Context: an optimization exercise on an open-source flow, tuned for small area, a short achievable clock period and few clock cycles. The choices shown serve that exercise and are no tape-out recipe. In this exercise RTL edits were held to simulation tests only and were not proved equivalent to the original. Power and IR drop assume default switching activity.

## alpha
==> flow/design.v (excerpt) <==
module osi_cfs (
    input  wire         clk,
    input  wire         rst,
    input  wire         cmd_valid,
    output wire         cmd_ready,
    input  wire [43:0]  cmd_word,
    output reg          rsp_valid,
    output reg  [2:0]   rsp_code,
    output wire [255:0] rsp_data
);
Settings: LEC_CHECK=0, ABC_CLOCK_PERIOD_IN_PS=2400, CAP_MARGIN=20, CORE_MARGIN=2, CORE_UTILIZATION=60, CTS_CLUSTER_DIAMETER=80, CTS_CLUSTER_SIZE=24, PLACE_DENSITY=0.75, SETUP_SLACK_MARGIN=2.6, SLEW_MARGIN=20; clock period 5.0 ns.
standard.sh (not shown) runs the stock make flow with config.mk's settings and CLKGATE_MAP_FILE= SYNTH_SCRIPT=/design/flow/synth_recipe.tcl, a recipe that flattens the netlist after the stock synthesis.
==> flow/flow/run.sh <==
#!/bin/bash
# Layout: the standard flow (standard.sh) unchanged, except that
#  - the port buffers ORFS inserts at placement are buf_8 cells instead of
#    the default delay-buffer cells, and
#  - clock tree synthesis inserts no dummy loads (same clustering settings as
#    config.mk's CTS_CLUSTER_SIZE / CTS_CLUSTER_DIAMETER).
# The full make output goes to flow_make.log.
set -euo pipefail
bash standard.sh "BUFFER_PORTS_ARGS=-buffer_cell sky130_fd_sc_hd__buf_8" \
  "CTS_ARGS=-sink_clustering_enable -repair_clock_nets -sink_clustering_size 24 -sink_clustering_max_diameter 80 -dont_use_dummy_load" \
  finish > flow_make.log 2>&1
The flow did not stop early for alpha: all stages ran, and the layout cleared the timing, design-rule and antenna checks.
Testbench counts of alpha, summed over its fixed seeds: cycles 35,930.
Modified inputs, beta compared to alpha
# alpha
export LEC_CHECK = 0
export ABC_CLOCK_PERIOD_IN_PS = 2400
export CAP_MARGIN = 20
export CORE_MARGIN = 2
export CORE_UTILIZATION = 60
export CTS_CLUSTER_DIAMETER = 80
export CTS_CLUSTER_SIZE = 24
export PLACE_DENSITY = 0.75
export SETUP_SLACK_MARGIN = 2.6
export SLEW_MARGIN = 20
create_clock -name core_clock -period 5.0 [get_ports {clk}]
# beta
export LEC_CHECK = 0
export ABC_CLOCK_PERIOD_IN_PS = 2200
export CAP_MARGIN = 20
export CORE_MARGIN = 2
export CORE_UTILIZATION = 60
export CTS_CLUSTER_DIAMETER = 80
export CTS_CLUSTER_SIZE = 24
export PLACE_DENSITY = 0.75
export SETUP_SLACK_MARGIN = 2.8
export SLEW_MARGIN = 20
create_clock -name core_clock -period 5.0 [get_ports {clk}]
==> comparison <==
- Compared to alpha, the router laid down more metal wire for beta.
- Between beta and alpha, it is beta whose post-layout worst setup margin is lower, by 19 ps.
- beta ended up with a lower power density normalized to cell area than alpha did.
- beta reports a lower count of clock-net buffers in the final layout than alpha does.
- Both conditions hold for beta: the flow ran to the end and the final layout passed the timing, design-rule and antenna checks.
[inputs] gamma vs beta
# beta
export LEC_CHECK = 0
export ABC_CLOCK_PERIOD_IN_PS = 2200
export CAP_MARGIN = 20
export CORE_MARGIN = 2
export CORE_UTILIZATION = 60
export CTS_CLUSTER_DIAMETER = 80
export CTS_CLUSTER_SIZE = 24
export PLACE_DENSITY = 0.75
export SETUP_SLACK_MARGIN = 2.8
export SLEW_MARGIN = 20
create_clock -name core_clock -period 5.0 [get_ports {clk}]
# gamma
export LEC_CHECK = 0
export ABC_CLOCK_PERIOD_IN_PS = 2400
export CAP_MARGIN = 20
export CORE_MARGIN = 2
export CORE_UTILIZATION = 60
export CTS_CLUSTER_DIAMETER = 80
export CTS_CLUSTER_SIZE = 24
export PLACE_DENSITY = 0.75
export SETUP_SLACK_MARGIN = 2.6
export SLEW_MARGIN = 20
create_clock -name core_clock -period 5.0 [get_ports {clk}]
--- a/flow/flow/run.sh
+++ b/flow/flow/run.sh
@@ -3 +3 @@
-#  - the port buffers ORFS inserts at placement are buf_8 cells instead of
+#  - the port buffers ORFS inserts at placement are buf_4 cells instead of
@@ -9 +9 @@
-bash standard.sh "BUFFER_PORTS_ARGS=-buffer_cell sky130_fd_sc_hd__buf_8" \
+bash standard.sh "BUFFER_PORTS_ARGS=-buffer_cell sky130_fd_sc_hd__buf_4" \
### Flow results
gamma went all the way through synthesis, placement and routing and the layout is clean on timing, DRC and antenna.
Sequential share of layout area, beta and gamma, lower one = beta.
Re cell depth of the worst setup path: beta was lower than gamma.
Post-route core utilization in gamma vs beta: down 2.1 points
[compare] base=beta new=gamma: delay contributed by the slowest stage of the critical path went up, number of multi-input logic gates now sits at about the same level, number of non-clock buffers in the layout down about 18%.
diff inputs: gamma => delta
==> flow/flow/run.sh <==
#!/bin/bash
# Layout: the standard flow (standard.sh) unchanged, except that the
# port buffers ORFS inserts at placement are buf_8 cells instead of the
# default delay-buffer cells. The full make output goes to flow_make.log.
set -euo pipefail
bash standard.sh "BUFFER_PORTS_ARGS=-buffer_cell sky130_fd_sc_hd__buf_8" finish > flow_make.log 2>&1
- Changes observed in delta relative to gamma: power in combinational cells went up; clock-cell share of area went up.
- Comparing gamma and delta, the lower wire length of the first global-routing pass was measured on gamma.
- delta ends up with higher count of buffers not belonging to the clock network in the layout than gamma does.
- Lower post-placement cell area was reported by gamma, not delta.
- Diff gamma -> delta | clock-buffer cell count | up by more than a quarter
- Power share of the combinational group essentially unchanged between gamma and delta.
- Compared with gamma, in delta worst hold slack fell by 20 ps, final wirelength saw an increase, power density over cell area higher.

-- static timing again, ports no longer ideal --
The flow's constraints put no driver on any port. The routed layouts listed below were extracted and timed again, unchanged, in two steps. Step 1 assumes that a clkbuf_16 drives the clock port and a buf_2 every other input. Step 2, shift: input delay + t, output delay - t, t = (earliest + latest rising clock arrival at the registers) / 2. This alone moves slack from input paths to output paths. Slacks: no drivers / after step 1 / after step 2; pairs: no drivers / after step 1.
| run | t, ns | setup WS [ns] | worst setup path after step 2 |
|---|---|---|---|
| alpha | 0.916 | 2.545 / 2.497 / 1.905 | input to register |
| beta | 0.917 | 2.526 / 2.436 / 1.812 | input to register |
| gamma | 0.940 | 2.528 / 2.486 / 1.716 | input to register |
| delta | 0.965 | 2.528 / 2.434 / 1.895 | input to register |
After both steps every run listed still meets setup and hold. The setup slack of gamma, which loses most, moves by -0.042 ns with the drivers and by -0.812 ns with both steps.
